From an optimization exercise on the open Yosys and OpenROAD flow, aimed at small area, a short achievable clock period and few clock cycles; shortcuts taken in it are not production practice. Where RTL was checked, it was by simulation tests only, not by an equivalence proof against the original. For run 5, only the layout was checked, not whether the RTL still works. Power is estimated from default activity; no workload was simulated.

==> flow/flow/run.sh <==
#!/bin/bash
# Own layout flow: the standard ORFS flow (standard.sh), with the ports
# buffered by buf_1 cells instead of the default delay buffers, and the
# timing repair after CTS and global routing aimed at a setup slack margin
# (the clock period and constraints are the design's; only the repair
# effort changes). Each tool's full output goes to a log in this folder.
set -euo pipefail
MARGIN=46.3
bash standard.sh "SETUP_SLACK_MARGIN=$MARGIN" \
    "BUFFER_PORTS_ARGS=-buffer_cell sky130_fd_sc_hd__buf_1" finish > standard_finish.log 2>&1
==> flow/standard.sh <==
#!/bin/bash
# synth_recipe.tcl (not shown) runs the flow's synth.tcl, then flattens the netlist and writes it again
# the make line also repeats each setting of config.mk as NAME=value (left out here)
make -C /OpenROAD-flow-scripts/flow DESIGN_CONFIG=/design/flow/config.mk WORK_HOME=/design/flow/orfs CLKGATE_MAP_FILE= SYNTH_SCRIPT=/design/flow/synth_recipe.tcl "${@:-finish}"
==> flow/config.mk <==
export PLATFORM = sky130hd
export DESIGN_NAME = toy_lic_tce
export DESIGN_NICKNAME = toy_lic_tce
export VERILOG_FILES = /design/flow/design.v
export SDC_FILE = /design/flow/constraint.sdc
export NUM_CORES = 4
export LEC_CHECK = 0
export CAP_MARGIN = 20
export CORE_MARGIN = 2
export CORE_UTILIZATION = 40
export CTS_BUF_LIST = sky130_fd_sc_hd__clkbuf_8 sky130_fd_sc_hd__clkbuf_16
export SLEW_MARGIN = 20
==> flow/constraint.sdc <==
create_clock -name core_clock -period 60.0 [get_ports {clk}]
set_input_delay 12.0000 -clock core_clock [delete_from_list [all_inputs] [get_ports {clk}]]
set_output_delay 12.0000 -clock core_clock [all_outputs]
set_load 0.01 [all_outputs]
==> flow/design.v <==
module toy_lic_tce (
    input  wire        clk,
    input  wire        rst,           
    input  wire        lic_ready,     
    input  wire        cmd_valid,
    output wire        cmd_ready,
    input  wire [31:0] cmd_word,
    input  wire [31:0] cmd_arg,
    output reg         done,
    output reg  [3:0]  status,
    output reg  [31:0] res,
    output reg         fault,
    output reg  [1:0]  cal_state,
    output wire        bus_req,
    output wire        bus_we,
    output wire [1:0]  bus_space,
    output wire [15:0] bus_addr,
    output wire [31:0] bus_wdata,
    input  wire        bus_ack,
    input  wire [31:0] bus_rdata
);
    localparam integer D  = 3;               
    localparam integer ND = (32 + D - 1) / D;
    localparam [1:0] SP_MMIO = 2'd0, SP_PORT = 2'd1, SP_LOG = 2'd2;
    localparam [3:0] ST_OK = 4'd0, ST_ILLEGAL = 4'd1, ST_NOT_READY = 4'd2,
                     ST_UNCAL = 4'd3, ST_SEQ = 4'd4, ST_CAL_FAILED = 4'd5,
                     ST_RANGE = 4'd6;
    localparam [1:0] UNCAL = 2'd0, CAL_OK = 2'd1, CAL_FAILED = 2'd2;
    localparam [4:0]
        S_IDLE  = 5'd0,
        S_C_LVT = 5'd1,  S_C_TDCR = 5'd2,  S_C_TICR = 5'd3,  S_C_RDSC = 5'd4,
        S_C_WRSC = 5'd5, S_C_MODE = 5'd6,  S_C_CNTLO = 5'd7, S_C_CNTHI = 5'd8,
        S_C_POLL = 5'd9, S_C_RDCUR = 5'd10, S_C_DIV = 5'd11, S_C_STOP = 5'd12,
        S_C_RDSC2 = 5'd13, S_C_WRSC2 = 5'd14, S_C_LOG = 5'd15,
        S_T_STOP = 5'd16, S_T_WSEL = 5'd17, S_T_SEL = 5'd18, S_T_LVT = 5'd19,
        S_T_WCNT = 5'd20, S_T_TICR = 5'd21, S_P_STOP = 5'd22;
    reg [4:0]  state;
    reg        rdy;
    reg        b_req, b_we;
    reg [1:0]  b_space;
    reg [9:0]  b_addr;
    reg        w_iv, w_cnt, w_c;     
    reg [7:0]  cw;                   
    reg        cw17;
    reg        zr;                   
    reg [31:0] iv;           
    reg        periodic;
    reg [25:0] tq;           
    reg [6:0]  tr;           
    reg [41:0] acc;          
    reg        ovf;          
    reg [6:0]  rem;
    reg [3:0]  dig;          
    reg        first;        
    reg        fin;          
    assign cmd_ready = rdy;
    assign bus_req   = b_req;
    assign bus_we    = b_we;
    assign bus_space = b_space;
    assign bus_addr  = {6'd0, b_addr};
    assign bus_wdata = ({32{w_iv}} & iv) |
                       ({32{w_cnt}} & {acc[34:4], acc[3] | zr}) |
                       ({32{w_c}} & {14'd0, cw17, 9'd0, cw});
    wire mid_z    = ~|cmd_word[27:1];
    wire top9     = (cmd_word[31:28] == 4'h9);
    wire topA     = (cmd_word[31:28] == 4'hA);
    wire topB     = (cmd_word[31:28] == 4'hB);
    wire is_cal   = mid_z & top9 & ~cmd_word[0];
    wire is_start = mid_z & topA;
    wire legal    = mid_z & (topA | ((top9 | topB) & ~cmd_word[0]));
    wire go_ok    = mid_z & lic_ready &
                    ((topA & (cal_state == CAL_OK)) | (topB & ~cmd_word[0]) |
                     (top9 & ~cmd_word[0] & (cal_state == UNCAL)));
    reg [3:0] refuse_code;
    always @(*) begin
        if (!legal)                            refuse_code = ST_ILLEGAL;
        else if (!lic_ready)                   refuse_code = ST_NOT_READY;
        else if (is_cal && cal_state != UNCAL) refuse_code = ST_SEQ;
        else if (is_start && cal_state != CAL_OK) refuse_code = ST_UNCAL;
        else                                   refuse_code = ST_OK;
    end
    function [5:0] nbits;        
        input [31:0] v;
        integer n;
        begin
            nbits = 6'd0;
            for (n = 0; n < 32; n = n + 1)
                if (v[n]) nbits = n[5:0] + 6'd1;
        end
    endfunction
    reg [3:0] lead;
    wire [D*ND-1:0] argp = cmd_arg;
    integer li;
    always @(*) begin
        lead = 4'd0;
        for (li = 1; li < ND; li = li + 1)
            if (argp[D*li +: D] != {D{1'b0}}) lead = li[3:0];
    end
    wire [5:0] n_iv  = (a[2] ? 6'd3 : a[1] ? 6'd2 : a[0] ? 6'd1 : 6'd0) + dig * 6'd3;
    wire [5:0] n_res = nbits(res);
    wire [6:0] n_sum = {1'b0, n_iv} + {1'b0, n_res};
    reg        fit_r, big_r;
    wire       fit_sz = first ? (n_sum <= 7'd41) : fit_r;     
    wire       big_sz = first ? (n_sum >= 7'd51) : big_r;     
    wire        run  = ((state == S_T_STOP) | (state == S_T_WSEL) | (state == S_T_SEL) |
                        (state == S_T_LVT) | (state == S_T_WCNT) | (state == S_C_DIV)) & ~fin;
    wire [3:0]  d    = dig;
    wire [D*ND-1:0] ivp = iv;
    wire [D-1:0] a   = ivp[D*d +: D];
    wire        last = (d == 4'd0);
    wire [D+7:0] x0 = {1'b0, rem, {D{1'b0}}} + tr * a;
    wire [D:0]   q_e = x0[D+7:7];
    wire [7:0]   r_e = {1'b0, x0[6:0]} + {q_e, 1'b0} + q_e;
    wire         q_c = (r_e >= 8'd125);
    wire [6:0]   rem_n = q_c ? r_e[6:0] + 7'd3 : r_e[6:0];
    localparam integer AW = 43 + D;
    wire [AW-1:0] pr [0:D+1];
    genvar gi;
    generate
        for (gi = 0; gi < D; gi = gi + 1) begin : pp_row
            assign pr[gi] = {{(AW-26){1'b0}}, tq & {26{a[gi]}}} << gi;
        end
    endgenerate
    assign pr[D]     = {1'b0, acc, {D{1'b0}}};
    assign pr[D + 1] = {{(AW-D-1){1'b0}}, q_e};
    wire [AW-1:0] s1 = pr[0] ^ pr[1] ^ pr[2];
    wire [AW-1:0] c1 = ((pr[0] & pr[1]) | (pr[0] & pr[2]) | (pr[1] & pr[2])) << 1;
    wire [AW-1:0] s2 = s1 ^ c1 ^ pr[3];
    wire [AW-1:0] c2 = ((s1 & c1) | (s1 & pr[3]) | (c1 & pr[3])) << 1;
    wire [AW-1:0] s4 = s2 ^ c2 ^ pr[4];
    wire [AW-1:0] c4 = (((s2 & c2) | (s2 & pr[4]) | (c2 & pr[4])) << 1) | q_c;
    reg  [AW-1:0] acc_sum, bk_g, bk_p;
    integer bl, bi;
    always @(*) begin
        bk_g = s4 & c4;
        bk_p = s4 ^ c4;
        for (bl = 0; (1 << bl) < AW; bl = bl + 1)                
            for (bi = (2 << bl) - 1; bi < AW; bi = bi + (2 << bl)) begin
                bk_g[bi] = bk_g[bi] | (bk_p[bi] & bk_g[bi - (1 << bl)]);
                bk_p[bi] = bk_p[bi] & bk_p[bi - (1 << bl)];
            end
        for (bl = 4; bl >= 0; bl = bl - 1)                        
            for (bi = 3 * (1 << bl) - 1; bi < AW; bi = bi + (2 << bl)) begin
                bk_g[bi] = bk_g[bi] | (bk_p[bi] & bk_g[bi - (1 << bl)]);
                bk_p[bi] = bk_p[bi] & bk_p[bi - (1 << bl)];
            end
        acc_sum = (s4 ^ c4) ^ {bk_g[AW-2:0], 1'b0};
    end
    wire [3:0] sel_q;            
    assign sel_q[3] = ovf;
    assign sel_q[2:0] = acc[41] ? 3'd7 : acc[40] ? 3'd6 : acc[39] ? 3'd5 :
                        acc[38] ? 3'd4 : acc[37] ? 3'd3 : acc[36] ? 3'd2 :
                        acc[35] ? 3'd1 : 3'd0;
    wire       fits  = (acc[41:35] == 7'd0);
    function [3:0] enc_of;
        input [2:0] k;
        begin
            case (k)
                3'd0: enc_of = 4'hB;
                3'd1: enc_of = 4'h0;
                3'd2: enc_of = 4'h1;
                3'd3: enc_of = 4'h2;
                3'd4: enc_of = 4'h3;
                3'd5: enc_of = 4'h8;
                3'd6: enc_of = 4'h9;
                default: enc_of = 4'hA;
            endcase
        end
    endfunction
    wire        lastnow = run & last;
    wire        rdy_f   = fin | lastnow;
    wire [41:0] acc_f   = fin ? acc : acc_sum[41:0];
    wire        ovf_f   = fin ? ovf : (ovf | (acc_sum[42+D:42] != 0));
    wire [3:0]  sel_f;
    assign sel_f[3] = ovf_f;
    assign sel_f[2:0] = acc_f[41] ? 3'd7 : acc_f[40] ? 3'd6 : acc_f[39] ? 3'd5 :
                        acc_f[38] ? 3'd4 : acc_f[37] ? 3'd3 : acc_f[36] ? 3'd2 :
                        acc_f[35] ? 3'd1 : 3'd0;
    wire        cnt_ok  = fin ? fits : (lastnow & fit_sz);
    wire tzero = (res == 32'd0);
    reg [4:0] nx_state;
    reg       nx_req, nx_we, nx_fin;
    reg [1:0] nx_space;
    reg [9:0] nx_addr;
    reg [3:0] nx_status;
    always @(*) begin
        nx_state = state; nx_req = 1'b1; nx_we = 1'b1; nx_space = SP_MMIO; nx_addr = 10'h380;
        nx_fin = 1'b0; nx_status = ST_OK;
        case (state)
            S_C_LVT:   begin nx_state = S_C_TDCR;  nx_addr = 10'h3E0; end
            S_C_TDCR:  begin nx_state = S_C_TICR;  nx_addr = 10'h380; end
            S_C_TICR:  begin nx_state = S_C_RDSC;  nx_we = 1'b0; nx_space = SP_PORT; nx_addr = 10'h061; end
            S_C_RDSC:  begin nx_state = S_C_WRSC;  nx_space = SP_PORT; nx_addr = 10'h061; end
            S_C_WRSC:  begin nx_state = S_C_MODE;  nx_space = SP_PORT; nx_addr = 10'h043; end
            S_C_MODE:  begin nx_state = S_C_CNTLO; nx_space = SP_PORT; nx_addr = 10'h042; end
            S_C_CNTLO: begin nx_state = S_C_CNTHI; nx_space = SP_PORT; nx_addr = 10'h042; end
            S_C_CNTHI: begin nx_state = S_C_POLL;  nx_we = 1'b0; nx_space = SP_PORT; nx_addr = 10'h061; end
            S_C_POLL:  begin    
                nx_we = 1'b0;
                if (bus_rdata[5]) begin nx_state = S_C_RDCUR; nx_addr = 10'h390; end
                else begin nx_space = SP_PORT; nx_addr = 10'h061; end
            end
            S_C_RDCUR: begin nx_state = S_C_DIV;   nx_req = 1'b0; end
            S_C_DIV:   begin nx_state = S_C_STOP;  nx_req = fin; end
            S_C_STOP:  begin nx_state = S_C_RDSC2; nx_we = 1'b0; nx_space = SP_PORT; nx_addr = 10'h061; end
            S_C_RDSC2: begin nx_state = S_C_WRSC2; nx_space = SP_PORT; nx_addr = 10'h061; end
            S_C_WRSC2: begin
                if (tzero) begin nx_state = S_C_LOG; nx_space = SP_LOG; nx_addr = 10'd1; end
                else begin nx_state = S_IDLE; nx_req = 1'b0; nx_fin = 1'b1; end
            end
            S_C_LOG:   begin nx_state = S_IDLE; nx_req = 1'b0; nx_fin = 1'b1; nx_status = ST_CAL_FAILED; end
            S_T_STOP, S_T_WSEL: begin
                nx_state = S_T_SEL; nx_addr = 10'h3E0;
                if (rdy_f) begin
                    if (sel_f[3]) begin nx_space = SP_LOG; nx_addr = 10'd2; end
                end else if (big_sz) begin
                    nx_space = SP_LOG; nx_addr = 10'd2;
                end else if (!fit_sz) begin
                    nx_state = S_T_WSEL; nx_req = 1'b0;
                end
            end
            S_T_SEL: begin
                if (b_space == SP_LOG) begin
                    nx_state = S_IDLE; nx_req = 1'b0; nx_fin = 1'b1; nx_status = ST_RANGE;
                end else begin
                    nx_state = S_T_LVT; nx_addr = 10'h320;
                end
            end
            S_T_LVT, S_T_WCNT: begin
                nx_state = cnt_ok ? S_T_TICR : S_T_WCNT; nx_req = cnt_ok;
            end
            default: begin nx_state = S_IDLE; nx_req = 1'b0; nx_fin = 1'b1; end   
        endcase
    end
    wire ack  = b_req & bus_ack;
    wire step = ack |
                (~b_req & (state != S_IDLE) & nx_req);
    wire [2:0] k_sel = rdy_f ? sel_f[2:0] : 3'd0;
    always @(posedge clk) begin
        if (state == S_IDLE) begin
            iv       <= cmd_arg;
            periodic <= cmd_word[0];
        end else begin
            case (state)
                S_C_TDCR:  iv <= 32'hFFFF_FFFF;
                S_C_RDSC:  iv <= {24'd0, (bus_rdata[7:0] & 8'hFD) | 8'h01};
                S_C_RDCUR: iv <= ~bus_rdata;
                S_C_RDSC2: iv <= {24'd0, bus_rdata[7:0] & 8'hFE};
                default: ;
            endcase
        end
        if (state == S_IDLE || state == S_C_RDCUR) begin
            acc <= 42'd0; ovf <= 1'b0; rem <= 7'd0; first <= 1'b1; fin <= 1'b0;
            dig <= (state == S_IDLE) ? lead : ND - 1;
        end else if (run) begin
            acc <= acc_sum[41:0];
            ovf <= ovf | (acc_sum[42+D:42] != 0);
            rem <= rem_n;
            dig <= d - 4'd1;
            first <= 1'b0;
            fin <= last;
            if (first) begin
                fit_r <= (n_sum <= 7'd41);
                big_r <= (n_sum >= 7'd51);
            end
        end else if (fin && !fits && state != S_T_WSEL && state != S_T_STOP) begin
            acc <= acc >> 1;         
        end
        if (state == S_C_LVT) begin
            tq <= 26'd0; tr <= 7'd1;
        end else if (state == S_C_DIV && fin) begin
            tq <= acc[25:0]; tr <= rem;
        end
        if (state == S_IDLE) begin
            w_iv <= 1'b0; w_cnt <= 1'b0; w_c <= ~cmd_word[29];     
            cw <= 8'h31; cw17 <= 1'b0;
        end else if (step) begin
            case (state)
                S_C_LVT:   cw <= 8'h0B;
                S_C_TDCR:  begin w_c <= 1'b0; w_iv <= 1'b1; end
                S_C_WRSC:  begin w_iv <= 1'b0; w_c <= 1'b1; cw <= 8'hB0; end
                S_C_MODE:  cw <= 8'h9C;
                S_C_CNTLO: cw <= 8'h2E;
                S_C_DIV:   w_c <= 1'b0;
                S_C_RDSC2: w_iv <= 1'b1;
                S_C_WRSC2: w_iv <= 1'b0;
                S_T_STOP, S_T_WSEL: begin
                    if (nx_space == SP_LOG) w_iv <= 1'b1;
                    else if (nx_req) begin w_c <= 1'b1; cw <= {4'd0, enc_of(k_sel)}; end
                end
                S_T_SEL:   begin cw <= 8'h30; cw17 <= periodic; end
                S_T_LVT, S_T_WCNT: begin
                    w_c <= 1'b0; w_cnt <= 1'b1; zr <= (acc_f[34:3] == 32'd0);
                end
                default: ;
            endcase
        end
        if (state == S_IDLE) begin
            b_we    <= 1'b1;
            b_space <= SP_MMIO;
            b_addr  <= cmd_word[29] ? 10'h380 : 10'h320;
        end else if (step) begin
            b_we    <= nx_we;
            b_space <= nx_space;
            b_addr  <= nx_addr;
        end
        if (rst) begin
            state     <= S_IDLE;
            rdy       <= 1'b1;
            b_req     <= 1'b0;
            done      <= 1'b0;
            status    <= ST_OK;
            res       <= 32'd0;
            fault     <= 1'b0;
            cal_state <= UNCAL;
        end else if (state == S_IDLE) begin
            done <= 1'b0;
            if (cmd_valid) begin
                status <= refuse_code;
                if (!go_ok) begin
                    fault <= 1'b1;
                    done  <= 1'b1;
                end else begin
                    rdy   <= 1'b0;
                    b_req <= 1'b1;
                    state <= cmd_word[29] ? (cmd_word[28] ? S_P_STOP : S_T_STOP) : S_C_LVT;
                end
            end
        end else begin
            done <= 1'b0;
            if (state == S_C_RDCUR) res <= ~bus_rdata;
            if (step) begin
                state  <= nx_state;
                b_req  <= nx_req;
                rdy    <= nx_fin;
                done   <= nx_fin;
                if (nx_fin) status <= nx_status;
                if (state == S_C_WRSC2) cal_state <= tzero ? CAL_FAILED : CAL_OK;
            end
        end
    end
endmodule
==> summary.md, run 1 <==
| Metric | Value |
|---|---|
| Core area | 0.03740 sq mm |
| Vias in the first global route | between 10000 and 15000 |
| IO Count | between 150 and 200 |
| Hold_ws | 451.0 ps |
| Power share of the clock group | between 40% and 50% |
| Syn. warnings | 1 |
| Minimum clock period | 13680 ps |
| DRC Markers | 0 |
| Dpl ws | between 40000 and 50000 ps |
| Post-synthesis cell type count | 91 |
| Ratio of cells with drive above 1 in the final layout | 5.263% |
| WL/cell | between 15 and 20 um |
| First-pass GRT wire length | between 70000 and 80000 um |
| Root Driver | clkbuf_16 |
| Largest net degree at the start of global routing | 63 |
| Synth Area in Simple Gates | 20.63% |
| Worst Path Arrival | 1680 ps |
| Leak | roughly 7 nW |
| Row count | just over 70 |
| Logic pwr share | about 8% |
| Worst setup SP type | flip-flop |
| CP Cell Sequence | buf_6 > a222oi_1 > inv_1 > buf_1 |
| Clock transition at the registers of the reported paths | 90 ps |
| Worst Max-Slew Pin Slew | around 1100 ps |
| H-tree levels | 4 |
| Filler Cells Inserted | 3742 |
| Clock sink count | 192 |
| Synth Register Bits | about 190 |
| Clk buf depth | 2 |
| Net Switching | 76.55 uW |
| Maximum clock rate | 0.07312 GHz |
| Worst path required time | 48000 ps |
| Delay-heaviest family, CP | compound AO/OA/AOI/OAI gates |
| DR pass1 iterations | 5 |
| Crit-path max cell delay | ~440 ps |
| VDD IR max | 0.00001761 V |
| Setup CP Type | flip-flop to primary output |
| Final setup viols | 0 |
| Final worst slack | 46320 ps |
| Max-cap viol count | 0 |
| Layout area overhead | 12.01% |
| Final hold viol count | 0 |
| Slowest CP cell | a222oi_1 |
| Pwr Total | between 200 and 300 uW |
| Synthesized area per cell | roughly 8.5 sq um |
| Crit path buffers/inverters | 3 |
| Status | no timing/DRC/antenna violations |
| Clk latency of the worst-skew pair | 460 ps |
| Main flop type after synthesis | dfxtp_1 |
| Initial antenna violation count | 1 |
| Drt total wl | 45330 um |
| Slew margin rel. | 26.67% |
| Global Route Usage Sum | 23.40% |
| CTS Hold Bufs | 0 |
| Initial DRC Count | 1122 |
| Antenna cell count | 0 |
| Pwr dens | roughly 16 mW/mm^2 |
| Reg power frac | 48.9% |
| Worst-path maximum fanout | 8 |
| Average via count per standard cell | roughly 5.6 |
| Dpl hpwl | approximately 34000 um |
| Mux contribution to synthesized area | 3.488% |
| Sw frac | a little over a quarter |
| Internal power | 202.2 uW |
| Final Max Tran Viols | 0 |
| Ys async rst share | 0% |
| Syn Inst Count | 1771 |
| Largest family of logic cells by synthesized area | simple AND/OR/NAND/NOR gates |
| Final period utilization | 22.79% |
| Number of enable flip-flop cells after synthesis | between 40 and 50 |
| XOR/XNOR Fraction of Synth Area | about 2.6% |
| Fin nets | 2198 |
| Adder-Cell Fraction of Synth Area | between 10% and 20% |
| RSZ-0062 raised after global routing | yes |
| Hold crit path type | flip-flop to flip-flop |
| Die ar. | 0.03933 sq mm |
| Port Buffers | 184 |
| TritonCTS Buffers | 17 |
| Final Skew | 15.75 ps |
| Die W | 198.3 um |
| GR Overflow Total | 0 |
| Synth Area in Compound Gates | between 10% and 20% |
| Gpl congestion | 0.9240 |
| CP endpoint kind | primary output |
| Detail Route Antenna Nets | 0 |
| Mapped cell area | 0.01510 sq mm |
| Starting density of the core | 40.38% |
| CTS tree | done |
| Vias | 13600 |
| Setup total negative slack | 0 ps |
| Die height | a little under 200 um |
| Sequential cell area fraction in the yosys report | between 20% and 30% |
[state kept, by name, indices dropped and copies added (netlist names), 2 cells and up]
register,flops
b_addr,7
b_space,2
tq,26
tr,7
status,3
state,5
dig,4
cal_state,2
res,32
cw,7
iv,32
rem,7
acc,42
[cell families after synthesis]
group                    Yosys count
AND/OR/NAND/NOR                  651
XOR/XNOR                          44
flip-flops                       192
other                              1
AO/OA/AOI/OAI                    434
multiplexers                      45
adder cells (fa/ha/maj)          191
buffers and inverters            213
[metrics by stage]
stage	cells	instance area [sq um]	utilization (%)
4_1_cts	2429	16900	45.18
6_report	2430	16920	45.23
2_1_floorplan	1779	15140	-
5_1_grt	2430	16920	45.23
3_5_place_dp	2396	16270	43.51
3_3_place_gp	2396	16270	43.49
[metal layers]
metal	vias up	GRT usage, %	wire length [um]
met5	-	0	18
met2	435	38.74	21570
met4	2	8.410	1484
li1	6487	-	-
met1	6592	30.87	19710
met3	80	3.730	2548
[layout make-up]
cell class / count / area, sq um / area share, %
inverters: 114 / 427.9 / 2.529
multi-input cells: 1374 / 10040 / 59.34
repair buffers: 207 / 873.3 / 5.162
clock inverters: 14 / 156.4 / 0.9245
well taps: 511 / 639.4 / 3.779
flip-flops and latches: 192 / 4332 / 25.60
clock buffers: 18 / 450.4 / 2.663
[repair_timing]
item | in CTS | in global routing
pin swaps | 3 | 4
gates resized for setup | 4 | 3
setup buffers | 1 | 1
setup endpoints to repair | 32 | 5
[power by group through the flow]
stage / logic, mW / registers [mW] / clock network (mW)
floorplan: 0.0149 / 0.138 / 0
global placement: 0.0221 / 0.139 / 0
detailed placement: 0.0225 / 0.140 / 0
CTS: 0.0229 / 0.136 / 0.121
global route: 0.0254 / 0.137 / 0.125
finish: 0.0229 / 0.136 / 0.120
[cell usage in the layout, fill, tap and decap left out, types with 14 or more instances in the layout]
master | synthesis | routed
nand2_1 | 202 | 202
clkbuf_16 | 0 | 18
buf_4 | 10 | 21
a21oi_1 | 174 | 173
a22o_1 | 26 | 26
a21o_1 | 24 | 24
xor2_1 | 15 | 15
dfxtp_1 | 144 | 142
nor3_1 | 35 | 34
a211oi_1 | 25 | 25
nand3_1 | 28 | 26
a31oi_1 | 14 | 14
buf_1 | 10 | 182
nor4_1 | 34 | 33
xnor2_1 | 29 | 29
o21ai_0 | 48 | 47
fa_1 | 83 | 83
edfxtp_1 | 48 | 48
mux2i_1 | 38 | 38
and3_1 | 17 | 16
ha_1 | 108 | 108
nor2_1 | 171 | 169
inv_1 | 111 | 111
and2_1 | 96 | 96
[final timing paths]
check | startpoint | to | slack [ps] | depth (start not counted)
max reg2reg | dig[0]$_DFFE_PP_ | cw[3]$_SDFFE_PP0P_ | 47740 | 50
max | w_c$_DFFE_PP_ | bus_wdata[5] | 46320 | 4
min reg2reg | rem[5]$_SDFFE_PN0P_ | tr[5]$_SDFFE_PP0P_ | 450 | 2
min | rem[5]$_SDFFE_PN0P_ | tr[5]$_SDFFE_PP0P_ | 450 | 2
[synthesized netlist by cell type, drive strengths merged, types with 27 or more instances]
| master | instances | area share, % |
|---|---|---|
| clkbuf | 77 | 1.9 |
| nor3 | 36 | 1.2 |
| nor4 | 34 | 1.4 |
| dfxtp | 144 | 19 |
| nand2 | 202 | 5.0 |
| edfxtp | 48 | 9.5 |
| mux2i | 38 | 2.5 |
| o21ai | 53 | 1.8 |
| a211oi | 27 | 1.4 |
| inv | 111 | 2.8 |
| xnor2 | 29 | 1.7 |
| and2 | 97 | 4.0 |
| nor2 | 173 | 4.3 |
| nand3 | 28 | 0.93 |
| fa | 83 | 11 |
| ha | 108 | 8.9 |
| a21oi | 176 | 5.9 |
[worst reg2reg max path: cells and delay by family (launching register included)]
family | cells | cell delay (ps)
AO/OA/AOI/OAI | 19 | 3690
XOR/XNOR | 3 | 730
adder cells (fa/ha/maj) | 10 | 3500
buffers and inverters | 8 | 870
flip-flops | 1 | 810
multiplexers | 2 | 840
AND/OR/NAND/NOR | 8 | 1750
Testbench counts, summed over its fixed seeds: cycles 28,441.
==> run 2, diff against run 1 <==
--- a/flow/flow/run.sh
+++ b/flow/flow/run.sh
@@ -5,6 +5,6 @@
 # (the clock period and constraints are the design's; only the repair
 # effort changes). Each tool's full output goes to a log in this folder.
 set -euo pipefail
-MARGIN=46.3
+MARGIN=46.8
 bash standard.sh "SETUP_SLACK_MARGIN=$MARGIN" \
     "BUFFER_PORTS_ARGS=-buffer_cell sky130_fd_sc_hd__buf_1" finish > standard_finish.log 2>&1
--- a/flow/config.mk
+++ b/flow/config.mk
@@ -8,5 +8,5 @@
 export CAP_MARGIN = 20
 export CORE_MARGIN = 2
 export CORE_UTILIZATION = 40
-export CTS_BUF_LIST = sky130_fd_sc_hd__clkbuf_8 sky130_fd_sc_hd__clkbuf_16
 export SLEW_MARGIN = 20
+export TNS_END_PERCENT = 5
==> summary.md, run 2 <==
| Metric | Value |
|---|---|
| Core area | 0.03740 sq mm (unchanged) |
| Largest net degree at the start of global routing | 63 (unchanged) |
| Largest regs | acc (42), iv (32), res (32) |
| Final Skew | 16.47 ps (+0.7237 ps) |
| Fin util | 45.39% (+0.15 points) |
| Synth Area in Simple Gates | 20.63% (unchanged) |
| Clock transition at the registers of the reported paths | 90 ps (about the same) |
| Detail Route Antenna Nets | 0 (unchanged) |
| Sequential cell area fraction in the yosys report | 28.63% (unchanged) |
| Multi-input gate area | 0.01006 sq mm (+0.25%) |
| Global Route Usage Sum | 23.48% (+0.073 points) |
| Die height | 198.3 um (unchanged) |
| Final Max Tran Viols | 0 (unchanged) |
| Commonest cells post-synth | 202 x nand2_1, 174 x a21oi_1, 171 x nor2_1, 144 x dfxtp_1, 111 x inv_1 |
| Ratio of cells with drive above 1 in the final layout | 5.619% (+0.36 points) |
| H-tree levels | 4 (unchanged) |
| IO Count | 194 (unchanged) |
| Post-synthesis cell type count | 91 (unchanged) |
| Synth Register Bits | 192 (unchanged) |
| Worst Path Arrival | 1710 ps (+30 ps) |
| CP endpoint kind | primary output |
| WL/cell | 18.69 um (+0.20%) |
| Largest Register | acc |
| Number of enable flip-flop cells after synthesis | 48 (unchanged) |
| Slew margin rel. | 25.81% (-0.85 points) |
| Clk latency of the worst-skew pair | 460 ps (about the same) |
| Synth Area in Compound Gates | 19.13% (unchanged) |
| Row count | 71 (unchanged) |
| Commonest cells after routing, fill and taps aside | 202 x nand2_1, 179 x buf_1, 173 x a21oi_1 |
| Final hold viol count | 0 (unchanged) |
| Max-cap viol count | 0 (unchanged) |
| Antenna cell count | 0 (unchanged) |
| Leak | 7.097 nW (+0.47%) |
| Final setup viols | 0 (unchanged) |
| Die W | 198.3 um (unchanged) |
| Layout area overhead | 12.39% |
| Register Area | 0.004332 sq mm (unchanged) |
| Worst path required time | 48000 ps (about the same) |
| CTS Hold Bufs | 0 (unchanged) |
| Maximum clock rate | 0.07294 GHz (-0.24%) |
| Gpl congestion | 0.9240 (unchanged) |
| VDD IR max | 0.00001749 V (-0.68%) |
| Max reg flops | 42 (unchanged) |
| DR pass1 iterations | 5 (unchanged) |
| Clock sink count | 192 (unchanged) |
| TritonCTS Buffers | 17 (unchanged) |
| Average via count per standard cell | 5.614 (+0.33%) |
| Hold crit path type | flip-flop to flip-flop |
| XOR/XNOR Fraction of Synth Area | 2.552% (unchanged) |
| Largest area contributor in the netlist | dfxtp_1 |
| Syn. warnings | 1 (unchanged) |
| Top cells by area, synth | dfxtp_1 19%, fa_1 11%, edfxtp_1 9.5% |
| Cell with the most instances after synthesis | nand2_1 |
| Slowest CP cell | a222oi_1 |
| RSZ-0062 raised after global routing | yes |
| Setup CP Type | flip-flop to primary output |
| Mux contribution to synthesized area | 3.488% (unchanged) |
| Main flop type after synthesis | dfxtp_1 |
| Worst Max-Slew Pin Slew | 1113 ps (+12.81 ps) |
| Minimum clock period | 13710 ps (+33.00 ps) |
| Status | no timing/DRC/antenna violations |
| Final period utilization | 22.85% (+0.055 points) |
| Worst setup SP type | flip-flop |
| Port Buffers | 184 (unchanged) |
| Crit-path max cell delay | 470 ps (+30 ps) |
| Drt total wl | 45480 um (+0.33%) |
| CP Cell Sequence | buf_6 > a222oi_1 > inv_1 > buf_2 |
| Die ar. | 0.03933 sq mm (unchanged) |
| Syn Inst Count | 1771 (unchanged) |
| Initial antenna violation count | 1 (unchanged) |
| Clk buf depth | 2 (unchanged) |
| Setup total negative slack | 0 ps (unchanged) |
| Pwr dens | 16.41 mW/mm^2 (-0.41%) |
| Starting density of the core | 40.38% (unchanged) |
| Dpl hpwl | 33990 um (unchanged) |
| Worst-path maximum fanout | 8 (unchanged) |
| Filler Cells Inserted | 3737 (-0.13%) |
| Initial DRC Count | 1043 (-7.0%) |
| Fin nets | 2201 (+0.14%) |
| Mapped cell area | 0.01510 sq mm (unchanged) |
| Vias in the first global route | 13260 (+0.29%) |
| DRC Markers | 0 (unchanged) |
| GR Overflow Total | 0 (unchanged) |
| Vias | 13660 (+0.46%) |
| CTS tree | done |
| First-pass GRT wire length | 72460 um (+0.21%) |
| Adder-Cell Fraction of Synth Area | 19.95% (unchanged) |
| Ys async rst share | 0% (unchanged) |
| Most common cell after layout, fill and taps aside | nand2_1 |
| Synthesized area per cell | 8.528 sq um (unchanged) |
| Largest family of logic cells by synthesized area | simple AND/OR/NAND/NOR gates |
| Area share of the largest cell type after synthesis | 19.09% (unchanged) |
| Root Driver | clkbuf_16 |
==> run 2: where the power goes <==
group / internal, mW / switching [mW] / total [mW] / leakage (nW)
clock: 0.0586 / 0.0606 / 0.119 / 0.293
sequential: 0.134 / 0.00213 / 0.136 / 1.67
combinational: 0.00950 / 0.0135 / 0.0230 / 5.13
==> run 2: routing by layer <==
metal	vias up	global-route usage (%)	part of all wire [%]
met5	-	0	0.040
met4	2	8.466	3.0
met3	80	3.781	5.2
met2	425	38.97	48
met1	6656	30.84	44
li1	6495	-	-
==> run 2: logic make-up after synthesis <==
group,after synthesis
AND/OR/NAND/NOR,651
AO/OA/AOI/OAI,434
buffers and inverters,213
flip-flops,192
adder cells (fa/ha/maj),191
multiplexers,45
XOR/XNOR,44
other,1
==> run 2: repair_timing <==
item,4_1_cts,5_1_grt
cloned,0,0
pin swaps,3,6
setup endpoints to repair,41,46
setup buffers,2,3
gates resized for setup,6,11
==> run 2: cell type report <==
class	count	share of cell area, %
repair buffers	210	5.336
clock buffers	18	2.654
inverters	114	2.521
clock inverters	14	0.9214
multi-input cells	1374	59.28
flip-flops and latches	192	25.52
well taps	511	3.766
==> run 2: final timing paths <==
check / startpoint / to / slack [ps] / cells after the start
worst max-delay path: w_c$_DFFE_PP_ / bus_wdata[5] / 46290 / 4
worst min-delay path: rem[5]$_SDFFE_PN0P_ / tr[5]$_SDFFE_PP0P_ / 450 / 2
worst max register to register: dig[0]$_DFFE_PP_ / cw[3]$_SDFFE_PP0P_ / 47690 / 50
worst min register to register: rem[5]$_SDFFE_PN0P_ / tr[5]$_SDFFE_PP0P_ / 450 / 2
==> run 2: metrics by stage <==
step	std cells	hold slack, ps	setup WS [ps]	cell area, sq um	total power [mW]
after detailed placement	2396	446.2	45960	16270	0.1621
after global routing	2433	458.9	46260	16980	0.2872
after CTS	2430	449.6	46330	16910	0.2798
after floorplan	1779	427.9	46300	15140	0.1531
final	2433	450.7	46290	16980	0.2785
after global placement	2396	443.4	46010	16270	0.1616
==> run 2: critical path, delay by kind of cell (launching register included) <==
| family | cells | cell delay [ps] |
|---|---|---|
| buffers and inverters | 3 | 400 |
| flip-flops | 1 | 380 |
| AO/OA/AOI/OAI | 1 | 470 |
==> run 3, diff against run 2 <==
--- a/flow/flow/run.sh
+++ b/flow/flow/run.sh
@@ -5,6 +5,6 @@
 # (the clock period and constraints are the design's; only the repair
 # effort changes). Each tool's full output goes to a log in this folder.
 set -euo pipefail
-MARGIN=46.8
+MARGIN=46.3
 bash standard.sh "SETUP_SLACK_MARGIN=$MARGIN" \
     "BUFFER_PORTS_ARGS=-buffer_cell sky130_fd_sc_hd__buf_1" finish > standard_finish.log 2>&1
==> summary.md, run 3 <==
| Metric | Value |
|---|---|
| Slew margin rel. | 26.96% (+1.1 points) |
| Internal power | 202.2 uW (about the same) |
| Final period utilization | 22.83% (about the same) |
| Detail Route Antenna Nets | 0 (unchanged) |
| Synthesized area per cell | 8.528 sq um (unchanged) |
| Logic pwr share | 8.2% (about the same) |
| Worst path required time | 48000 ps (about the same) |
| Post-synthesis cell type count | 91 (unchanged) |
| Worst Path Arrival | 1700 ps (about the same) |
| Setup CP Type | flip-flop to primary output |
| Initial DRC Count | 1093 (+4.8%) |
| Average via count per standard cell | 5.603 (-0.19%) |
| Synth Area in Simple Gates | 20.63% (unchanged) |
| Largest regs | acc (42), iv (32), res (32) |
| Antenna cell count | 0 (unchanged) |
| Initial antenna violation count | 1 (unchanged) |
| Commonest cells after routing, fill and taps aside | 202 x nand2_1, 183 x buf_1, 173 x a21oi_1 |
| Max reg flops | 42 (unchanged) |
| Clock transition at the registers of the reported paths | 90 ps (about the same) |
| Die height | 198.3 um (unchanged) |
| DR pass1 iterations | 5 (unchanged) |
| Minimum clock period | 13700 ps (-12.70 ps) |
| Synth Area in Compound Gates | 19.13% (unchanged) |
| Syn. warnings | 1 (unchanged) |
| Final setup viols | 0 (unchanged) |
| Vias in the first global route | 13220 (-0.29%) |
| Synth Register Bits | 192 (unchanged) |
| Dpl ws | 45960 ps (unchanged) |
| Maximum clock rate | 0.07301 GHz (about the same) |
| CTS Hold Bufs | 0 (unchanged) |
| Worst Max-Slew Pin Slew | 1096 ps (-17.11 ps) |
| Global Route Usage Sum | 23.40% (-0.073 points) |
| Reg2Reg Depth | 50 (unchanged) |
| Critical R2R Launch | dig[0]$_DFFE_PP_ |
| Leak | 7.054 nW (-0.61%) |
| Fin nets | 2197 (-0.18%) |
| Drt total wl | 45340 um (-0.29%) |
| Commonest cells post-synth | 202 x nand2_1, 174 x a21oi_1, 171 x nor2_1, 144 x dfxtp_1, 111 x inv_1 |
| Hold Startpoint | rem[5]$_SDFFE_PN0P_ |
| Clk latency of the worst-skew pair | 460 ps (about the same) |
| Layout area overhead | 11.87% |
| Pwr dens | 16.48 mW/mm^2 (+0.43%) |
| R2R Setup Slk | 47700 ps (about the same) |
| Core area | 0.03740 sq mm (unchanged) |
| Most common cell after layout, fill and taps aside | nand2_1 |
| Final hold viol count | 0 (unchanged) |
| Row count | 71 (unchanged) |
| XOR/XNOR Fraction of Synth Area | 2.552% (unchanged) |
| Ratio of cells with drive above 1 in the final layout | 5.109% (-0.51 points) |
| Cell with the most instances after synthesis | nand2_1 |
| Largest area contributor in the netlist | dfxtp_1 |
| Largest Register | acc |
| Clock sink count | 192 (unchanged) |
| GR Overflow Total | 0 (unchanged) |
| Power share of the clock group | 42.8% (about the same) |
| Hold path endpoint | tr[5]$_SDFFE_PP0P_ |
| Main flop type after synthesis | dfxtp_1 |
| Worst-path maximum fanout | 33 (+25) |
| IO Count | 194 (unchanged) |
| Clk buf depth | 2 (unchanged) |
| DRC Markers | 0 (unchanged) |
| RSZ-0062 raised after global routing | yes |
| Min-Delay Path Depth | 2 (unchanged) |
| TritonCTS Buffers | 17 (unchanged) |
| Filler Cells Inserted | 3744 (+0.19%) |
| Dpl hpwl | 33990 um (unchanged) |
| Starting density of the core | 40.38% (unchanged) |
| Vias | 13610 (-0.36%) |
| Adder-Cell Fraction of Synth Area | 19.95% (unchanged) |
| Largest family of logic cells by synthesized area | simple AND/OR/NAND/NOR gates |
| CTS tree | done |
| Gpl congestion | 0.9240 (unchanged) |
| First-pass GRT wire length | 72310 um (-0.21%) |
| H-tree levels | 4 (unchanged) |
| Syn Inst Count | 1771 (unchanged) |
| Reg power frac | 49.0% (about the same) |
| Top cells by area, synth | dfxtp_1 19%, fa_1 11%, edfxtp_1 9.5% |
| Final Max Tran Viols | 0 (unchanged) |
| Worst setup SP type | flip-flop |
| Status | no timing/DRC/antenna violations |
| CP endpoint kind | primary output |
| Setup total negative slack | 0 ps (unchanged) |
| Reg-to-reg critical path endpoint | cw[3]$_SDFFE_PP0P_ |
| Net Switching | 76.26 uW (about the same) |
| Mapped cell area | 0.01510 sq mm (unchanged) |
| Area share of the largest cell type after synthesis | 19.09% (unchanged) |
| Mux contribution to synthesized area | 3.488% (unchanged) |
| Die ar. | 0.03933 sq mm (unchanged) |
| Largest net degree at the start of global routing | 63 (unchanged) |
| Final worst slack | 46300 ps (+12.70 ps) |
| Number of enable flip-flop cells after synthesis | 48 (unchanged) |
| Die W | 198.3 um (unchanged) |
| Root Driver | clkbuf_16 |
| VDD IR max | 0.00001733 V (-0.89%) |
| Max-cap viol count | 0 (unchanged) |
| Hold crit path type | flip-flop to flip-flop |
| Sequential cell area fraction in the yosys report | 28.63% (unchanged) |
| Sw frac | 27.39% (about the same) |
| Final Skew | 17.70 ps (+1.223 ps) |
| Ys async rst share | 0% (unchanged) |
| WL/cell | 18.67 um (-0.13%) |
| Port Buffers | 184 (unchanged) |
## run 3: cell types whose count changed in the layout (fill, tap and decap cells not counted), sizes merged
| cell | before | now |
|---|---|---|
| clkbuf | 21 | 19 |
| buf | 207 | 205 |
## run 3: metal layers
| metal | vias to the layer above | track usage (%) | part of all wire (%) |
|---|---|---|---|
| met5 | - | 0 | 0.040 |
| met4 | 2 | 8.410 | 3.0 |
| met3 | 74 | 3.730 | 5.6 |
| met2 | 447 | 38.74 | 47 |
| met1 | 6590 | 30.87 | 44 |
| li1 | 6496 | - | - |
## run 3: timing repair
action / in CTS / in global routing
pin swaps: 3 / 0
setup endpoints to repair: 32 / 5
setup buffers: 1 / 0
resized for setup: 4 / 0
hold endpoints to repair: 0 / 0
## run 3: final cells by class
class                      instances  area, sq um  area share (%)
inverter                         114        427.9           2.533
multi-input combinational       1374        10030           59.38
clock buffer                      18        450.4           2.666
timing repair buffer             206        857.1           5.073
clock inverter                    14        156.4          0.9257
tap                              511        639.4           3.784
sequential                       192         4332           25.64
## run 3: critical path, stage by stage (launching register included)
cell	delay (ps)
dfxtp_4	460
a222oi_1	540
inv_1	100
buf_1	150
## run 3: stage by stage
step	cell area [sq um]	utilization, %	power [mW]	hold slack [ps]	instances
floorplan	15140	-	0.1531	427.9	1779
global placement	16270	43.49	0.1616	443.4	2396
detailed placement	16270	43.51	0.1621	446.2	2396
CTS	16900	45.18	0.2797	449.6	2429
global route	16900	45.18	0.2871	458.9	2429
finish	16900	45.18	0.2784	448.2	2429
## run 3: how the worst max path moves through the flow
| stage | end | startpoint | cells past startpoint |
|---|---|---|---|
| detailed placement | state[4]$_SDFFE_PP0P_ | cmd_word[28] | 10 |
| CTS | bus_wdata[5] | w_c$_DFFE_PP_ | 4 |
| finish | bus_wdata[5] | w_cnt$_SDFFE_PP0P_ | 3 |
| global placement | state[4]$_SDFFE_PP0P_ | cmd_word[28] | 10 |
| floorplan | state[4]$_SDFFE_PP0P_ | cmd_word[30] | 9 |
| global route | bus_wdata[5] | w_c$_DFFE_PP_ | 4 |
## run 3: kinds of logic (layout without fill, tap and decap cells)
group	Yosys count	after routing
buf+inv	213	352
xor+xnor	44	44
other cells	1	9
simple gates	651	651
flops	192	192
mux	45	45
fa+ha+maj	191	191
compound gates	434	434
## run 3: power by group through the flow
stage / clock (mW) / sequential, mW / combinational, mW
6_report: 0.119 / 0.136 / 0.0229
3_5_place_dp: 0 / 0.140 / 0.0225
2_1_floorplan: 0 / 0.138 / 0.0149
3_3_place_gp: 0 / 0.139 / 0.0221
4_1_cts: 0.121 / 0.136 / 0.0229
5_1_grt: 0.125 / 0.137 / 0.0253
==> run 4, diff against run 3 <==
--- a/flow/config.mk
+++ b/flow/config.mk
@@ -9,4 +9,3 @@
 export CORE_MARGIN = 2
 export CORE_UTILIZATION = 40
 export SLEW_MARGIN = 20
-export TNS_END_PERCENT = 5
==> summary.md, run 4 <==
| Metric | Value |
|---|---|
| DR pass1 iterations | 5 (unchanged) |
| Leak | 7.064 nW (+0.15%) |
| Row count | 71 (unchanged) |
| CTS Hold Bufs | 0 (unchanged) |
| Die height | 198.3 um (unchanged) |
| Synth Register Bits | 192 (unchanged) |
| Clk latency of the worst-skew pair | 460 ps (about the same) |
| Die W | 198.3 um (unchanged) |
| Reg power frac | 48.9% (about the same) |
| Min-Delay Path Depth | 2 (unchanged) |
| Largest net degree at the start of global routing | 63 (unchanged) |
| Clk buf depth | 2 (unchanged) |
| Worst Path Arrival | 1680 ps (-20 ps) |
| Largest area contributor in the netlist | dfxtp_1 |
| Global Route Usage Sum | 23.40% (unchanged) |
| Max-cap viol count | 0 (unchanged) |
| GR Overflow Total | 0 (unchanged) |
| Setup CP Type | flip-flop to primary output |
| Worst path depth | 4 (+1) |
| Gpl congestion | 0.9240 (unchanged) |
| Final setup viols | 0 (unchanged) |
| Critical path origin | w_c$_DFFE_PP_ |
| Worst-path maximum fanout | 8 (-76%) |
| Worst path required time | 48000 ps (about the same) |
| Post-synthesis cell type count | 91 (unchanged) |
| Setup total negative slack | 0 ps (unchanged) |
| Status | no timing/DRC/antenna violations |
| Cell Area, Placed | 0.01627 sq mm (unchanged) |
| Minimum clock period | 13680 ps (-20.30 ps) |
| R2R Setup Slk | 47740 ps (+40 ps) |
| Crit path buffers/inverters | 3 (+1) |
| Die ar. | 0.03933 sq mm (unchanged) |
| Top cells by area, synth | dfxtp_1 19%, fa_1 11%, edfxtp_1 9.5% |
| Worst setup SP type | flip-flop |
| RSZ-0062 raised after global routing | yes |
| CP Cell Sequence | buf_6 > a222oi_1 > inv_1 > buf_1 |
| Synthesized area per cell | 8.528 sq um (unchanged) |
| Most common cell after layout, fill and taps aside | nand2_1 |
| Main flop type after synthesis | dfxtp_1 |
| Crit-path max cell delay | 440 ps (-100 ps) |
| CTS tree | done |
| Area share of the largest cell type after synthesis | 19.09% (unchanged) |
| Worst Max-Slew Pin Slew | 1100 ps (+4.303 ps) |
| Vias | 13600 (-0.096%) |
| Largest regs | acc (42), iv (32), res (32) |
| Commonest cells post-synth | 202 x nand2_1, 174 x a21oi_1, 171 x nor2_1, 144 x dfxtp_1, 111 x inv_1 |
| First-pass GRT wire length | 72310 um (unchanged) |
| Starting density of the core | 40.38% (unchanged) |
| Final period utilization | 22.79% (-0.034 points) |
| Syn Inst Count | 1771 (unchanged) |
| Hold crit path type | flip-flop to flip-flop |
| Final Skew | 15.75 ps (-1.947 ps) |
| Max reg flops | 42 (unchanged) |
| Net Switching | 76.55 uW (+0.38%) |
| Largest Register | acc |
| WL/cell | 18.65 um (about the same) |
| Cell with the most instances after synthesis | nand2_1 |
| Final instance area | 0.01692 sq mm (+0.13%) |
| Final Max Tran Viols | 0 (unchanged) |
| Initial antenna violation count | 1 (unchanged) |
| Reg2Reg Depth | 50 (unchanged) |
| Root Driver | clkbuf_16 |
| Antenna cell count | 0 (unchanged) |
| VDD IR max | 0.00001761 V (+1.6%) |
| Sequential cell area fraction in the yosys report | 28.63% (unchanged) |
| Internal power | 202.2 uW (about the same) |
| DRC Markers | 0 (unchanged) |
| Clock sink count | 192 (unchanged) |
| Critical R2R Launch | dig[0]$_DFFE_PP_ |
| Power share of the clock group | 42.9% (about the same) |
| Dpl hpwl | 33990 um (unchanged) |
| Port Buffers | 184 (unchanged) |
| Syn. warnings | 1 (unchanged) |
| Sw frac | 27.46% (+0.074 points) |
| Initial DRC Count | 1122 (+2.7%) |
| Final hold viol count | 0 (unchanged) |
| IO Count | 194 (unchanged) |
| Drt total wl | 45330 um (about the same) |
| Vias in the first global route | 13220 (unchanged) |
| Commonest cells after routing, fill and taps aside | 202 x nand2_1, 182 x buf_1, 173 x a21oi_1 |
| Logic pwr share | 8.2% (about the same) |
| Slew margin rel. | 26.67% (-0.29 points) |
| H-tree levels | 4 (unchanged) |
| Number of enable flip-flop cells after synthesis | 48 (unchanged) |
| Mapped cell area | 0.01510 sq mm (unchanged) |
| Detail Route Antenna Nets | 0 (unchanged) |
| Hold Startpoint | rem[5]$_SDFFE_PN0P_ |
| Fin nets | 2198 (+0.046%) |
| TritonCTS Buffers | 17 (unchanged) |
| Clock transition at the registers of the reported paths | 90 ps (about the same) |
| Maximum clock rate | 0.07312 GHz (+0.15%) |
| CP endpoint kind | primary output |
| Layout area overhead | 12.01% |
| Ys async rst share | 0% (unchanged) |
| Average via count per standard cell | 5.595 (-0.14%) |
| Pwr dens | 16.48 mW/mm^2 (about the same) |
| Ratio of cells with drive above 1 in the final layout | 5.263% (+0.15 points) |
| Delay-heaviest family, CP | compound AO/OA/AOI/OAI gates |
| Slowest CP cell | a222oi_1 |
| Core area | 0.03740 sq mm (unchanged) |
run 4: cells by family after synthesis:
group | after synthesis | synth area share (%)
AOI/OAI and AO/OA | 434 | 19.13
xor gates and xnor gates | 44 | 2.552
adders and majority gates | 191 | 19.95
buffers and inverters | 213 | 5.600
DFF | 192 | 28.63
muxes | 45 | 3.488
other | 1 | 0.02483
and+or+nand+nor | 651 | 20.63
run 4: metal layers:
layer / wire, um / up-vias / global-route usage, %
li1: - / 6487 / -
met1: 19710 / 6592 / 30.87
met2: 21570 / 435 / 38.74
met3: 2548 / 80 / 3.730
met4: 1484 / 2 / 8.410
met5: 18 / - / 0
run 4: stage by stage:
step                      util, %  power, mW  hold WS, ps  setup slack [ps]  std cells
after floorplan                 -     0.1531        427.9             46300       1779
after global placement      43.49     0.1616        443.4             46010       2396
after detailed placement    43.51     0.1621        446.2             45960       2396
after CTS                   45.18     0.2797        449.6             46320       2429
after global routing        45.23     0.2871        458.9             46270       2430
final                       45.23     0.2787        451.0             46320       2430
run 4: cell type report:
cell class / instances / area, sq um
Fill cell: 3742 / 20480
Multi-Input combinational cell: 1374 / 10040
Sequential cell: 192 / 4332
Timing Repair Buffer: 207 / 873.3
Tap cell: 511 / 639.4
Clock buffer: 18 / 450.4
Inverter: 114 / 427.9
Clock inverter: 14 / 156.4
run 4: tightest hold or removal path, delay by kind of cell (launching register included):
family             cells  cell delay [ps]
and+or+nand+nor        1               50
AOI/OAI and AO/OA      1               50
DFF                    1              310
run 4: power by group through the flow:
stage                     clock network, mW  logic (mW)  registers [mW]
final                                 0.120      0.0229           0.136
after detailed placement                  0      0.0225           0.140
after global placement                    0      0.0221           0.139
after CTS                             0.121      0.0229           0.136
after floorplan                           0      0.0149           0.138
after global routing                  0.125      0.0254           0.137
run 4: final timing paths:
check,to
max reg2reg,cw[3]$_SDFFE_PP0P_
min,tr[5]$_SDFFE_PP0P_
max,bus_wdata[5]
min reg2reg,tr[5]$_SDFFE_PP0P_
run 4: repair_timing:
action,4_1_cts,5_1_grt
resized for setup,4,3
pin swaps,3,4
setup buffers,1,1
endpoints found under the setup margin,32,5
==> run 5, diff against run 4 <==
--- a/flow/design.v
+++ b/flow/design.v
@@ -19,7 +19,7 @@
     input  wire        bus_ack,
     input  wire [31:0] bus_rdata
 );
-    localparam integer D  = 3;               
+    localparam integer D  = 4;               
     localparam integer ND = (32 + D - 1) / D;
     localparam [1:0] SP_MMIO = 2'd0, SP_PORT = 2'd1, SP_LOG = 2'd2;
     localparam [3:0] ST_OK = 4'd0, ST_ILLEGAL = 4'd1, ST_NOT_READY = 4'd2,
@@ -28,13 +28,16 @@
     localparam [1:0] UNCAL = 2'd0, CAL_OK = 2'd1, CAL_FAILED = 2'd2;
     localparam [4:0]
         S_IDLE  = 5'd0,
-        S_C_LVT = 5'd1,  S_C_TDCR = 5'd2,  S_C_TICR = 5'd3,  S_C_RDSC = 5'd4,
+        S_FIRST = 5'd1,  S_C_TDCR = 5'd2,  S_C_TICR = 5'd3,  S_C_RDSC = 5'd4,
         S_C_WRSC = 5'd5, S_C_MODE = 5'd6,  S_C_CNTLO = 5'd7, S_C_CNTHI = 5'd8,
         S_C_POLL = 5'd9, S_C_RDCUR = 5'd10, S_C_DIV = 5'd11, S_C_STOP = 5'd12,
         S_C_RDSC2 = 5'd13, S_C_WRSC2 = 5'd14, S_C_LOG = 5'd15,
-        S_T_STOP = 5'd16, S_T_WSEL = 5'd17, S_T_SEL = 5'd18, S_T_LVT = 5'd19,
-        S_T_WCNT = 5'd20, S_T_TICR = 5'd21, S_P_STOP = 5'd22;
+        S_T_WSEL = 5'd17, S_T_SEL = 5'd18, S_T_LVT = 5'd19,
+        S_T_WCNT = 5'd20, S_T_TICR = 5'd21;
     reg [4:0]  state;
+    reg [1:0]  kind;         
+    wire       k_cal   = ~kind[1];
+    wire       k_start = kind[1] & ~kind[0];
     reg        rdy;
     reg        b_req, b_we;
     reg [1:0]  b_space;
@@ -50,7 +53,7 @@
     reg [41:0] acc;          
     reg        ovf;          
     reg [6:0]  rem;
-    reg [3:0]  dig;          
+    reg [2:0]  dig;          
     reg        first;        
     reg        fin;          
     assign cmd_ready = rdy;
@@ -88,26 +91,25 @@
                 if (v[n]) nbits = n[5:0] + 6'd1;
         end
     endfunction
-    reg [3:0] lead;
-    wire [D*ND-1:0] argp = cmd_arg;
+    reg [2:0] lead;
     integer li;
     always @(*) begin
-        lead = 4'd0;
+        lead = 3'd0;
         for (li = 1; li < ND; li = li + 1)
-            if (argp[D*li +: D] != {D{1'b0}}) lead = li[3:0];
+            if (cmd_arg[D*li +: D] != {D{1'b0}}) lead = li[2:0];
     end
-    wire [5:0] n_iv  = (a[2] ? 6'd3 : a[1] ? 6'd2 : a[0] ? 6'd1 : 6'd0) + dig * 6'd3;
+    wire [5:0] n_iv  = (a[3] ? 6'd4 : a[2] ? 6'd3 : a[1] ? 6'd2 : a[0] ? 6'd1 : 6'd0) +
+                       {1'b0, dig, 2'b00};
     wire [5:0] n_res = nbits(res);
     wire [6:0] n_sum = {1'b0, n_iv} + {1'b0, n_res};
     reg        fit_r, big_r;
     wire       fit_sz = first ? (n_sum <= 7'd41) : fit_r;     
     wire       big_sz = first ? (n_sum >= 7'd51) : big_r;     
-    wire        run  = ((state == S_T_STOP) | (state == S_T_WSEL) | (state == S_T_SEL) |
+    wire        run  = (((state == S_FIRST) & k_start) | (state == S_T_WSEL) | (state == S_T_SEL) |
                         (state == S_T_LVT) | (state == S_T_WCNT) | (state == S_C_DIV)) & ~fin;
-    wire [3:0]  d    = dig;
-    wire [D*ND-1:0] ivp = iv;
-    wire [D-1:0] a   = ivp[D*d +: D];
-    wire        last = (d == 4'd0);
+    wire [2:0]  d    = dig;
+    wire [D-1:0] a   = iv[D*d +: D];
+    wire        last = (d == 3'd0);
     wire [D+7:0] x0 = {1'b0, rem, {D{1'b0}}} + tr * a;
     wire [D:0]   q_e = x0[D+7:7];
     wire [7:0]   r_e = {1'b0, x0[6:0]} + {q_e, 1'b0} + q_e;
@@ -127,8 +129,10 @@
     wire [AW-1:0] c1 = ((pr[0] & pr[1]) | (pr[0] & pr[2]) | (pr[1] & pr[2])) << 1;
     wire [AW-1:0] s2 = s1 ^ c1 ^ pr[3];
     wire [AW-1:0] c2 = ((s1 & c1) | (s1 & pr[3]) | (c1 & pr[3])) << 1;
-    wire [AW-1:0] s4 = s2 ^ c2 ^ pr[4];
-    wire [AW-1:0] c4 = (((s2 & c2) | (s2 & pr[4]) | (c2 & pr[4])) << 1) | q_c;
+    wire [AW-1:0] s3 = s2 ^ c2 ^ pr[4];
+    wire [AW-1:0] c3 = ((s2 & c2) | (s2 & pr[4]) | (c2 & pr[4])) << 1;
+    wire [AW-1:0] s4 = s3 ^ c3 ^ pr[5];
+    wire [AW-1:0] c4 = (((s3 & c3) | (s3 & pr[5]) | (c3 & pr[5])) << 1) | q_c;
     reg  [AW-1:0] acc_sum, bk_g, bk_p;
     integer bl, bi;
     always @(*) begin
@@ -187,7 +191,6 @@
         nx_state = state; nx_req = 1'b1; nx_we = 1'b1; nx_space = SP_MMIO; nx_addr = 10'h380;
         nx_fin = 1'b0; nx_status = ST_OK;
         case (state)
-            S_C_LVT:   begin nx_state = S_C_TDCR;  nx_addr = 10'h3E0; end
             S_C_TDCR:  begin nx_state = S_C_TICR;  nx_addr = 10'h380; end
             S_C_TICR:  begin nx_state = S_C_RDSC;  nx_we = 1'b0; nx_space = SP_PORT; nx_addr = 10'h061; end
             S_C_RDSC:  begin nx_state = S_C_WRSC;  nx_space = SP_PORT; nx_addr = 10'h061; end
@@ -209,9 +212,13 @@
                 else begin nx_state = S_IDLE; nx_req = 1'b0; nx_fin = 1'b1; end
             end
             S_C_LOG:   begin nx_state = S_IDLE; nx_req = 1'b0; nx_fin = 1'b1; nx_status = ST_CAL_FAILED; end
-            S_T_STOP, S_T_WSEL: begin
+            S_FIRST, S_T_WSEL: begin
                 nx_state = S_T_SEL; nx_addr = 10'h3E0;
-                if (rdy_f) begin
+                if (state == S_FIRST && k_cal) begin
+                    nx_state = S_C_TDCR;                
+                end else if (state == S_FIRST && !k_start) begin
+                    nx_state = S_IDLE; nx_req = 1'b0; nx_fin = 1'b1;      
+                end else if (rdy_f) begin
                     if (sel_f[3]) begin nx_space = SP_LOG; nx_addr = 10'd2; end
                 end else if (big_sz) begin
                     nx_space = SP_LOG; nx_addr = 10'd2;
@@ -234,12 +241,13 @@
     end
     wire ack  = b_req & bus_ack;
     wire step = ack |
-                (~b_req & (state != S_IDLE) & nx_req);
+                (~b_req & ~rdy & nx_req);
     wire [2:0] k_sel = rdy_f ? sel_f[2:0] : 3'd0;
     always @(posedge clk) begin
-        if (state == S_IDLE) begin
+        if (rdy) begin
             iv       <= cmd_arg;
             periodic <= cmd_word[0];
+            kind     <= cmd_word[29:28];
         end else begin
             case (state)
                 S_C_TDCR:  iv <= 32'hFFFF_FFFF;
@@ -249,34 +257,33 @@
                 default: ;
             endcase
         end
-        if (state == S_IDLE || state == S_C_RDCUR) begin
+        if (rdy || state == S_C_RDCUR) begin
             acc <= 42'd0; ovf <= 1'b0; rem <= 7'd0; first <= 1'b1; fin <= 1'b0;
-            dig <= (state == S_IDLE) ? lead : ND - 1;
+            dig <= rdy ? lead : 3'd7;
         end else if (run) begin
             acc <= acc_sum[41:0];
             ovf <= ovf | (acc_sum[42+D:42] != 0);
             rem <= rem_n;
-            dig <= d - 4'd1;
+            dig <= d - 3'd1;
             first <= 1'b0;
             fin <= last;
             if (first) begin
                 fit_r <= (n_sum <= 7'd41);
                 big_r <= (n_sum >= 7'd51);
             end
-        end else if (fin && !fits && state != S_T_WSEL && state != S_T_STOP) begin
+        end else if (fin && !fits && state != S_T_WSEL && state != S_FIRST) begin
             acc <= acc >> 1;         
         end
-        if (state == S_C_LVT) begin
+        if (state == S_C_TDCR) begin
             tq <= 26'd0; tr <= 7'd1;
         end else if (state == S_C_DIV && fin) begin
             tq <= acc[25:0]; tr <= rem;
         end
-        if (state == S_IDLE) begin
+        if (rdy) begin
             w_iv <= 1'b0; w_cnt <= 1'b0; w_c <= ~cmd_word[29];     
             cw <= 8'h31; cw17 <= 1'b0;
         end else if (step) begin
             case (state)
-                S_C_LVT:   cw <= 8'h0B;
                 S_C_TDCR:  begin w_c <= 1'b0; w_iv <= 1'b1; end
                 S_C_WRSC:  begin w_iv <= 1'b0; w_c <= 1'b1; cw <= 8'hB0; end
                 S_C_MODE:  cw <= 8'h9C;
@@ -284,8 +291,10 @@
                 S_C_DIV:   w_c <= 1'b0;
                 S_C_RDSC2: w_iv <= 1'b1;
                 S_C_WRSC2: w_iv <= 1'b0;
-                S_T_STOP, S_T_WSEL: begin
-                    if (nx_space == SP_LOG) w_iv <= 1'b1;
+                S_FIRST, S_T_WSEL: begin
+                    if (state == S_FIRST && k_cal) cw <= 8'h0B;
+                    else if (state == S_FIRST && !k_start) ;
+                    else if (nx_space == SP_LOG) w_iv <= 1'b1;
                     else if (nx_req) begin w_c <= 1'b1; cw <= {4'd0, enc_of(k_sel)}; end
                 end
                 S_T_SEL:   begin cw <= 8'h30; cw17 <= periodic; end
@@ -295,7 +304,7 @@
                 default: ;
             endcase
         end
-        if (state == S_IDLE) begin
+        if (rdy) begin
             b_we    <= 1'b1;
             b_space <= SP_MMIO;
             b_addr  <= cmd_word[29] ? 10'h380 : 10'h320;
@@ -313,7 +322,8 @@
             res       <= 32'd0;
             fault     <= 1'b0;
             cal_state <= UNCAL;
-        end else if (state == S_IDLE) begin
+        end else if (rdy) begin
+            state <= S_FIRST;
             done <= 1'b0;
             if (cmd_valid) begin
                 status <= refuse_code;
@@ -323,7 +333,6 @@
                 end else begin
                     rdy   <= 1'b0;
                     b_req <= 1'b1;
-                    state <= cmd_word[29] ? (cmd_word[28] ? S_P_STOP : S_T_STOP) : S_C_LVT;
                 end
             end
         end else begin
==> flow/flow/run.sh (replaced) <==
#!/bin/bash
# Own layout flow: the standard ORFS flow (standard.sh), with the ports
# buffered by buf_2 cells instead of the default delay buffers, and the
# timing repair after CTS and global routing aimed at a setup slack margin
# (the clock period and constraints are the design's; only the repair
# effort changes). Each tool's full output goes to a log in this folder.
set -euo pipefail
MARGIN=45.5
bash standard.sh "SETUP_SLACK_MARGIN=$MARGIN" \
    "BUFFER_PORTS_ARGS=-buffer_cell sky130_fd_sc_hd__buf_2" finish > standard_finish.log 2>&1
==> summary.md, run 5 <==
| Metric | Value |
|---|---|
| Gpl congestion | 0.9359 (+1.3%) |
| Initial antenna violation count | 3 (+2) |
| Die height | 207.1 um (+4.4%) |
| Root Driver | clkbuf_16 |
| Die W | 207.1 um (+4.4%) |
| GR Overflow Total | 0 (unchanged) |
| CP endpoint kind | primary output |
| Final setup viols | 0 (unchanged) |
| R2R Setup Slk | 47330 ps (-410 ps) |
| Leak | 8.174 nW (+16%) |
| CP Cell Sequence | a22oi_1 > nand2_1 > buf_2 |
| Pwr Total | 273.8 uW (-1.8%) |
| Vias in the first global route | 14130 (+6.9%) |
| Gates resized, CTS repair | 0 (-4) |
| Hold path endpoint | cw[2]$_SDFFE_PP0P_ |
| Commonest cells post-synth | 178 x nand2_1, 178 x nor2_1, 147 x nor2b_1, 144 x dfxtp_1, 132 x a21oi_1 |
| DRC Markers | 0 (unchanged) |
| Critical R2R Launch | dig[0]$_DFFE_PP_ |
| Post-CTS Setup Bufs | 0 (-1) |
| Number of enable flip-flop cells after synthesis | 49 (+2.1%) |
| Pwr dens | 14.82 mW/mm^2 (-10%) |
| Hold Startpoint | cw[2]$_SDFFE_PP0P_ |
| Die ar. | 0.04290 sq mm (+9.1%) |
| Inst Count DP | 2520 (+5.2%) |
| Maximum clock rate | 0.07245 GHz (-0.91%) |
| Antenna cell count | 0 (unchanged) |
| Top cells by area, synth | dfxtp_1 17%, fa_1 13%, edfxtp_1 8.9% |
| Syn Inst Count | 1896 (+7.1%) |
| Average via count per standard cell | 5.663 (+1.2%) |
| Main flop type after synthesis | dfxtp_1 |
| VDD IR max | 0.00002054 V (+17%) |
| RSZ-0062 raised after global routing | no |
| Net Switching | 75.76 uW (-1.0%) |
| Minimum clock period | 13800 ps (+125.9 ps) |
| Syn. warnings | 1 (unchanged) |
| Most common cell after layout, fill and taps aside | buf_2 |
| WL/cell | 18.95 um (+1.6%) |
| Max-cap viol count | 0 (unchanged) |
| Slowest CP cell | dfxtp_2 |
| Vias | 14450 (+6.3%) |
| Sequential cell area fraction in the yosys report | 26.38% (-2.2 points) |
| Worst Path Arrival | 1800 ps (+120 ps) |
| Final hold viol count | 0 (unchanged) |
| Crit-path max cell delay | 810 ps (+370 ps) |
| Starting density of the core | 40.51% (+0.13 points) |
| Clk latency of the worst-skew pair | 470 ps (about the same) |
| Fin nets | 2335 (+6.2%) |
| Setup total negative slack | 0 ps (unchanged) |
| Crit path buffers/inverters | 1 (-2) |
| Global Route Usage Sum | 22.56% (-0.85 points) |
| Mapped cell area | 0.01650 sq mm (+9.3%) |
| Layout area overhead | 11.90% (about the same) |
| TritonCTS Buffers | 17 (unchanged) |
| Status | no timing/DRC/antenna violations |
| Logic pwr share | 6.5% (-1.7 points) |
| Internal power | 198.0 uW (-2.1%) |
| Drt total wl | 48370 um (+6.7%) |
| Max reg flops | 42 (unchanged) |
| Final period utilization | 23.00% (+0.21 points) |
| Synthesized area per cell | 8.704 sq um (+2.1%) |
| Sw frac | 27.67% (+0.21 points) |
| DR pass1 iterations | 6 (+1) |
| Row count | 74 (+4.2%) |
| Post-synthesis cell type count | 83 (-8.8%) |
| Largest area contributor in the netlist | dfxtp_1 |
| Setup CP Type | flip-flop to primary output |
| Reg power frac | 49.8% (+0.9 points) |
| Non-filler cells, final | 2552 (+5.0%) |
| Detail Route Antenna Nets | 0 (unchanged) |
| Clk buf depth | 2 (unchanged) |
| Fin util | 45.33% (+0.097 points) |
run 5: changes by cell type after synthesis, moves of 24 or more:
| cell | previous run | this run |
|---|---|---|
| a21oi_1 | 174 | 132 |
| a211oi_1 | 25 | 91 |
| nor2b_1 | 9 | 147 |
| nand2_1 | 202 | 178 |
| and2_1 | 96 | 2 |
| fa_1 | 83 | 111 |
run 5: tightest hold or removal path, delay by kind of cell, from the launching register on:
kind          cells  cell delay [ps]
flops             1              320
mux               1               60
simple gates      1               50
run 5: how the worst max path moves through the flow:
stage | from | end | slack, ps | cells past startpoint
after floorplan | cmd_word[30] | rdy$_SDFF_PP1_ | 46460 | 8
after global placement | cmd_word[30] | rdy$_SDFF_PP1_ | 46090 | 9
after detailed placement | cmd_word[30] | rdy$_SDFF_PP1_ | 46080 | 9
after CTS | w_iv$_SDFFE_PP0P_ | bus_wdata[0] | 46160 | 3
after global routing | w_iv$_SDFFE_PP0P_ | bus_wdata[0] | 46130 | 3
final | w_iv$_SDFFE_PP0P_ | bus_wdata[0] | 46200 | 3
run 5: cell type report:
| cell class | instances | area, sq um |
|---|---|---|
| Timing Repair Buffer | 207 | 1097 |
| Tap cell | 532 | 665.6 |
| Clock inverter | 15 | 183.9 |
| Inverter | 126 | 473.0 |
| Multi-Input combinational cell | 1462 | 11260 |
| Clock buffer | 17 | 425.4 |
| Sequential cell | 193 | 4360 |
| Fill cell | 4016 | 22270 |
run 5: logic make-up after synthesis:
| group | count (synthesis) | share of synthesized area (%) |
|---|---|---|
| buf+inv | 249 | 5.974 |
| compound gates | 450 | 18.67 |
| xor+xnor | 48 | 2.547 |
| fa+ha+maj | 227 | 22.26 |
| flops | 193 | 26.38 |
| simple gates | 688 | 21.08 |
| mux | 40 | 3.063 |
| other cells | 1 | 0.02272 |
run 5: power by group through the flow:
stage               combinational (mW)  sequential (mW)  clock, mW
finish                          0.0179            0.136      0.120
CTS                             0.0178            0.136      0.121
floorplan                      0.00974            0.138          0
global route                    0.0194            0.136      0.125
global placement                0.0174            0.139          0
detailed placement              0.0177            0.139          0
run 5: routing by layer:
metal  wire length, um  track usage (%)  up-vias
li1                  -                -     6900
met2             22600            36.55      449
met4              1282            7.931        0
met1             21670            30.45     7030
met3              2818            3.745       73
met5                 0                0        -
run 5: metrics by stage:
| stage | hold slack (ps) | area (sq um) |
|---|---|---|
| global route | 493.0 | 18470 |
| floorplan | 437.5 | 16530 |
| global placement | 454.8 | 17840 |
| CTS | 473.0 | 18470 |
| detailed placement | 459.2 | 17860 |
| finish | 471.0 | 18470 |

Setup slack of run 5, layout unchanged: 46.197 ns with ideal ports, 46.145 ns with driving cells assumed (clock clkbuf_16, inputs buf_2), 46.029 ns with port delays also shifted by the 0.518 ns mid clock arrival.
